This design comes from an exercise in tuning for small area on the open sky130 flow, not from production work. At most, simulation tests tie the RTL to the original design; equivalence was not proved.

==> branch cedar <==
==> flow/design.v <==
module tripolar_pce #(
    parameter FULL_SCALE      = 1000,
    parameter CYCLE_LENGTH    = 8000,
    parameter DEAD_TIME       = 32,
    parameter MIN_TIMER_DELTA = 64,
    parameter INIT_DELAY      = 8000
) (
    input  wire        clk,
    input  wire        rst,         
    input  wire        op_valid,
    input  wire [2:0]  op_code,
    input  wire [1:0]  op_ch,
    input  wire [15:0] op_val,
    output wire        op_ready,
    output wire [5:0]  fet,         
    output wire        busy
);
    reg [9:0]  da, db, dc;       
    reg [9:0]  pa, pb, pc;       
    reg [9:0]  aa, ab, ac;       
    reg        idle;             
    reg        pend;
    reg        upd;
    reg        enabled;
    reg        wt;               
    reg [2:0]  cur;              
    reg [15:0] p;                
    reg [2:0]  lb;               
    assign busy = pend;
    wire c_ab = ab < aa;         
    wire c_ac = ac < aa;
    wire c_bc = ac < ab;
    wire [1:0] rk_a = {1'b0, c_ab} + {1'b0, c_ac};
    wire [1:0] rk_b = {1'b0, ~c_ab} + {1'b0, c_bc};
    wire [1:0] rk_c = {1'b0, ~c_ac} + {1'b0, ~c_bc};
    wire [3:0] c4 = {1'b0, cur};
    assign fet[0] = (cur != 3'd0) & (c4 < {1'b0, rk_a, 1'b0} + 4'd2);
    assign fet[1] = (cur != 3'd0) & (c4 > {1'b0, rk_a, 1'b0} + 4'd2);
    assign fet[2] = (cur != 3'd0) & (c4 < {1'b0, rk_b, 1'b0} + 4'd2);
    assign fet[3] = (cur != 3'd0) & (c4 > {1'b0, rk_b, 1'b0} + 4'd2);
    assign fet[4] = (cur != 3'd0) & (c4 < {1'b0, rk_c, 1'b0} + 4'd2);
    assign fet[5] = (cur != 3'd0) & (c4 > {1'b0, rk_c, 1'b0} + 4'd2);
    wire [1:0] r    = cur[2:1];
    wire [9:0] ks   = (rk_a == r) ? aa : (rk_b == r) ? ab : ac;
    wire       ke   = &ks[9:5];                  
    wire [12:0] koff = {ks[9:6], ks[5] & ~ke, ks[4:0] | {5{ke}}, {3{ke}}};
    wire        tall = idle | (r == 2'd3);       
    wire [12:0] tgt  = tall ? 13'd7968 : koff;
    wire [15:0] pn  = p + 16'd1;
    wire [13:0] dif = {1'b0, tgt} - {1'b0, pn[12:0]};
    wire        dz  = (dif == 14'd0);
    wire        eqt = dz & (pn[15:13] == 3'd0);
    wire        chn = dif[13] | dz;              
    wire        urg = dif[13] | (dif[12:6] == 7'd0);
    wire        eql = (pn[4:0] == {lb[2], lb[1], {3{lb[0]}}});
    wire evw    = ~idle & ~cur[0];               
    wire fire_a = evw ? eql : (eqt & (wt | enabled));
    wire chain  = fire_a & evw & chn;            
    wire alloff = fire_a & (tall & ~evw | chain & (cur == 3'd6));
    wire swap   = alloff & pend;
    wire pend_b = pend & ~swap;
    wire [2:0] cur_b  = ~fire_a ? cur :
                        alloff  ? 3'd0 :
                        cur + {chain, ~chain};
    wire       wait_b = ~fire_a ? wt :
                        alloff  ? (~idle | pend) :
                        (evw & ~chn) ? urg : 1'b1;
    assign op_ready = ~wait_b;
    wire host   = op_valid & ~wait_b;
    wire op_set = host & (op_code == 3'd0);
    wire op_upd = host & (op_code == 3'd1);
    wire op_tck = host & (op_code == 3'd2);
    wire op_ena = host & (op_code == 3'd3);
    wire op_ini = host & (op_code == 3'd4);
    wire build  = (op_upd | op_tck & upd) & ~pend_b;
    wire       vsat = (|op_val[15:10]) | (&op_val[9:5]);
    wire [9:0] sval = {op_val[9:5] | {5{vsat}}, op_val[4:0] & {5{~vsat}}};
    always @(posedge clk) begin
        if (rst || op_ini) begin
            da      <= 10'd0;
            db      <= 10'd0;
            dc      <= 10'd0;
            upd     <= 1'b0;
            idle    <= 1'b1;
            pend    <= 1'b0;
            enabled <= 1'b0;
            wt      <= 1'b0;
            cur     <= 3'd0;
            p       <= 16'hffe0;
        end else begin
            p    <= alloff ? 16'hffe0 : pn;
            cur  <= cur_b;
            wt   <= wait_b;
            idle <= idle & ~swap;
            pend <= pend_b | build;
            upd  <= ~build & (upd | op_upd);
            if (op_ena) enabled <= op_val[0];
            if (op_set && op_ch == 2'd0) da <= sval;
            if (op_set && op_ch == 2'd1) db <= sval;
            if (op_set && op_ch == 2'd2) dc <= sval;
        end
        if (fire_a) lb <= alloff ? 3'd0 : {pn[4], pn[3], pn[0]};
        if (swap) begin
            aa <= pa;
            ab <= pb;
            ac <= pc;
        end
        if (build) begin
            pa <= da;
            pb <= db;
            pc <= dc;
        end
    end
endmodule
==> flow/run.sh <==
#!/bin/bash
# synth_recipe.tcl (not shown) runs the flow's synth.tcl, then flattens the netlist and writes it again
# the make line also repeats each setting of config.mk as NAME=value (left out here)
make -C /OpenROAD-flow-scripts/flow DESIGN_CONFIG=/design/flow/config.mk WORK_HOME=/design/flow/orfs CLKGATE_MAP_FILE= SYNTH_SCRIPT=/design/flow/synth_recipe.tcl finish
==> flow/config.mk <==
export PLATFORM = sky130hd
export DESIGN_NAME = tripolar_pce
export DESIGN_NICKNAME = tripolar_pce
export VERILOG_FILES = /design/flow/design.v
export SDC_FILE = /design/flow/constraint.sdc
export NUM_CORES = 4
export LEC_CHECK = 0
export CAP_MARGIN = 20
export CORE_MARGIN = 2
export CORE_UTILIZATION = 40
export PLACE_DENSITY = 0.6
export SLEW_MARGIN = 20
==> flow/constraint.sdc <==
create_clock -name core_clock -period 18.0 [get_ports {clk}]
set_input_delay 3.6000 -clock core_clock [delete_from_list [all_inputs] [get_ports {clk}]]
set_output_delay 3.6000 -clock core_clock [all_outputs]
set_load 0.01 [all_outputs]
==> branch ember: changes against branch cedar <==
--- a/flow/design.v
+++ b/flow/design.v
@@ -27,31 +27,61 @@
     reg [15:0] p;                
     reg [2:0]  lb;               
     assign busy = pend;
-    wire c_ab = ab < aa;         
-    wire c_ac = ac < aa;
-    wire c_bc = ac < ab;
-    wire [1:0] rk_a = {1'b0, c_ab} + {1'b0, c_ac};
-    wire [1:0] rk_b = {1'b0, ~c_ab} + {1'b0, c_bc};
-    wire [1:0] rk_c = {1'b0, ~c_ac} + {1'b0, ~c_bc};
-    wire [3:0] c4 = {1'b0, cur};
-    assign fet[0] = (cur != 3'd0) & (c4 < {1'b0, rk_a, 1'b0} + 4'd2);
-    assign fet[1] = (cur != 3'd0) & (c4 > {1'b0, rk_a, 1'b0} + 4'd2);
-    assign fet[2] = (cur != 3'd0) & (c4 < {1'b0, rk_b, 1'b0} + 4'd2);
-    assign fet[3] = (cur != 3'd0) & (c4 > {1'b0, rk_b, 1'b0} + 4'd2);
-    assign fet[4] = (cur != 3'd0) & (c4 < {1'b0, rk_c, 1'b0} + 4'd2);
-    assign fet[5] = (cur != 3'd0) & (c4 > {1'b0, rk_c, 1'b0} + 4'd2);
-    wire [1:0] r    = cur[2:1];
-    wire [9:0] ks   = (rk_a == r) ? aa : (rk_b == r) ? ab : ac;
-    wire       ke   = &ks[9:5];                  
-    wire [12:0] koff = {ks[9:6], ks[5] & ~ke, ks[4:0] | {5{ke}}, {3{ke}}};
+    function automatic lt10(input [9:0] x, input [9:0] y);
+        integer i;
+        begin
+            lt10 = 1'b0;
+            for (i = 0; i < 10; i = i + 1)
+                lt10 = (~x[i] & y[i]) | ((~x[i] | y[i]) & lt10);
+        end
+    endfunction
+    wire c_ab = lt10(ab, aa);    
+    wire c_ac = lt10(ac, aa);
+    wire c_bc = lt10(ac, ab);
+    wire a1 = c_ab | c_ac,   a2 = c_ab & c_ac;
+    wire b1 = ~c_ab | c_bc,  b2 = ~c_ab & c_bc;
+    wire c1 = ~c_ac | ~c_bc, c2 = ~c_ac & ~c_bc;
+    wire [1:0] r  = cur[2:1];
+    wire cu1 = (cur == 3'd1);
+    wire ge3 = (cur >= 3'd3), ge5 = (cur >= 3'd5), ge7 = (cur == 3'd7);
+    wire r1  = (r == 2'd1), r2 = (r == 2'd2);
+    assign fet[0] = cu1 | r1 & a1 | r2 & a2;
+    assign fet[1] = ge7 | ge5 & ~a2 | ge3 & ~a1;
+    assign fet[2] = cu1 | r1 & b1 | r2 & b2;
+    assign fet[3] = ge7 | ge5 & ~b2 | ge3 & ~b1;
+    assign fet[4] = cu1 | r1 & c1 | r2 & c2;
+    assign fet[5] = ge7 | ge5 & ~c2 | ge3 & ~c1;
+    wire sa = (r == 2'd0) ? ~a1 : r1 ? a1 & ~a2 : a2;
+    wire sb = (r == 2'd0) ? ~b1 : r1 ? b1 & ~b2 : b2;
+    wire sc = (r == 2'd0) ? ~c1 : r1 ? c1 & ~c2 : c2;
+    wire [9:0]  ks   = ({10{sa}} & aa) | ({10{sb}} & ab) | ({10{sc}} & ac);
+    wire        ke   = &ks[9:5];                  
+    wire [10:0] kc   = {ks[9:6], ks[5] & ~ke, ks[4:0] | {5{ke}}, ke};
     wire        tall = idle | (r == 2'd3);       
-    wire [12:0] tgt  = tall ? 13'd7968 : koff;
-    wire [15:0] pn  = p + 16'd1;
-    wire [13:0] dif = {1'b0, tgt} - {1'b0, pn[12:0]};
-    wire        dz  = (dif == 14'd0);
-    wire        eqt = dz & (pn[15:13] == 3'd0);
-    wire        chn = dif[13] | dz;              
-    wire        urg = dif[13] | (dif[12:6] == 7'd0);
+    wire [10:0] tc   = tall ? {10'd996, 1'b0} : kc;
+    reg  [15:0] pcy;
+    integer ci;
+    always @* begin
+        pcy[0] = 1'b1;
+        for (ci = 1; ci < 16; ci = ci + 1) pcy[ci] = pcy[ci-1] & p[ci-1];
+    end
+    wire [15:0] pn  = p ^ pcy;
+    wire [10:0] pcm = {pn[12:3], pn[0]};
+    reg  [11:0] dx;
+    reg  [11:0] dcy;
+    integer di;
+    always @* begin
+        dcy[0] = 1'b1;
+        for (di = 0; di < 11; di = di + 1) begin
+            dx[di]    = tc[di] ^ ~pcm[di] ^ dcy[di];
+            dcy[di+1] = (tc[di] & ~pcm[di]) | (tc[di] & dcy[di]) | (~pcm[di] & dcy[di]);
+        end
+        dx[11] = ~dcy[11];
+    end
+    wire        dz  = (dx == 12'd0);
+    wire        eqt = dz & (pn[15:13] == 3'd0) & (pn[2] == pn[0]) & (pn[1] == pn[0]);
+    wire        chn = dx[11] | dz;               
+    wire        urg = dx[11] | (dx[10:4] == 7'd0);
     wire        eql = (pn[4:0] == {lb[2], lb[1], {3{lb[0]}}});
     wire evw    = ~idle & ~cur[0];               
     wire fire_a = evw ? eql : (eqt & (wt | enabled));
@@ -75,11 +105,13 @@
     wire build  = (op_upd | op_tck & upd) & ~pend_b;
     wire       vsat = (|op_val[15:10]) | (&op_val[9:5]);
     wire [9:0] sval = {op_val[9:5] | {5{vsat}}, op_val[4:0] & {5{~vsat}}};
+    wire       clr  = rst | op_ini;
+    wire [9:0] dval = sval & {10{~clr}};
+    wire       we_a = clr | op_set & (op_ch == 2'd0);
+    wire       we_b = clr | op_set & (op_ch == 2'd1);
+    wire       we_c = clr | op_set & (op_ch == 2'd2);
     always @(posedge clk) begin
         if (rst || op_ini) begin
-            da      <= 10'd0;
-            db      <= 10'd0;
-            dc      <= 10'd0;
             upd     <= 1'b0;
             idle    <= 1'b1;
             pend    <= 1'b0;
@@ -95,10 +127,10 @@
             pend <= pend_b | build;
             upd  <= ~build & (upd | op_upd);
             if (op_ena) enabled <= op_val[0];
-            if (op_set && op_ch == 2'd0) da <= sval;
-            if (op_set && op_ch == 2'd1) db <= sval;
-            if (op_set && op_ch == 2'd2) dc <= sval;
         end
+        if (we_a) da <= dval;
+        if (we_b) db <= dval;
+        if (we_c) dc <= dval;
         if (fire_a) lb <= alloff ? 3'd0 : {pn[4], pn[3], pn[0]};
         if (swap) begin
             aa <= pa;
==> flow/flow/run.sh (new file) <==
#!/bin/bash
# Layout flow: the standard ORFS flow, with two changes in how the layout
# is made:
#  * Yosys's ABC step maps the logic with an area-oriented script
#    (flow/abc_area.script) instead of the delay-oriented one; the registers
#    are mapped before ABC runs, so they are the standard synthesis's;
#  * CTS runs without dummy loads.
# Each tool's full output goes to the ORFS logs and to flow_make.log here.
set -euo pipefail
W=$(pwd)
mkdir -p "$W/scripts_local"
cp -r "$FLOW_HOME/scripts/." "$W/scripts_local/"
cp "$W/flow/abc_area.script" "$W/scripts_local/abc_speed.script"
export SCRIPTS_DIR="$W/scripts_local"
if [[ -f "$W/flow/cts_args" ]]; then
  CTS_ARGS=$(cat "$W/flow/cts_args")
  export CTS_ARGS
fi
bash "$W/standard.sh" > "$W/flow_make.log" 2>&1
==> flow/flow/abc_area.script (new file) <==
&get -n
&st
&syn2
&dch -f
&nf -a -R 1000
&put
topo
dnsize
==> flow/flow/cts_args (new file) <==
-sink_clustering_enable -repair_clock_nets -dont_use_dummy_load
==> flow/standard.sh (new file) <==
#!/bin/bash
# synth_recipe.tcl (not shown) runs the flow's synth.tcl, then flattens the netlist and writes it again
# the make line also repeats each setting of config.mk as NAME=value (left out here)
make -C /OpenROAD-flow-scripts/flow DESIGN_CONFIG=/design/flow/config.mk WORK_HOME=/design/flow/orfs CLKGATE_MAP_FILE= SYNTH_SCRIPT=/design/flow/synth_recipe.tcl "${@:-finish}"
removed: flow/run.sh
==> notes <==
- Branch cedar completed without violations. Branch ember ran to the end with no violations.
- Synthesized cell count: branch cedar is larger than branch ember (about 80%).
- Of branch cedar and branch ember, branch cedar has the higher register-to-register slack (gap 3900 ps).
- Critical path depth: branch ember is higher than branch cedar (11).
- Against branch ember, the clock skew of branch cedar is lower by 12 ps.
Function not checked in branch ember: the RTL went through the layout flow alone.

## re-timing with driven ports
No port has a modelled driver above. Below, the same layouts with a new extraction and two added sets of constraints. Step 1 sets driving cells, clkbuf_16 on the clock port and buf_2 on the other inputs (assumed; they add their load-dependent delay and slew). Step 2 moves the port delays by t, midway between the first and last clock arrival at a register: inputs arrive t later, outputs are due t later. That takes back most of the time a late clock gives input paths. a / b / c = ideal / step 1 / step 2; a / b = the first two.
run | shift t [ns] | slack for setup (ns) | slew at the worst register clock pin (ns)
branch cedar | 0.450 | 6.127 / 6.087 / 6.537 | 0.06 / 0.06
branch ember | 0.440 | 2.573 / 2.532 / 2.972 | 0.05 / 0.05
After both steps setup and hold are still met in every run listed.
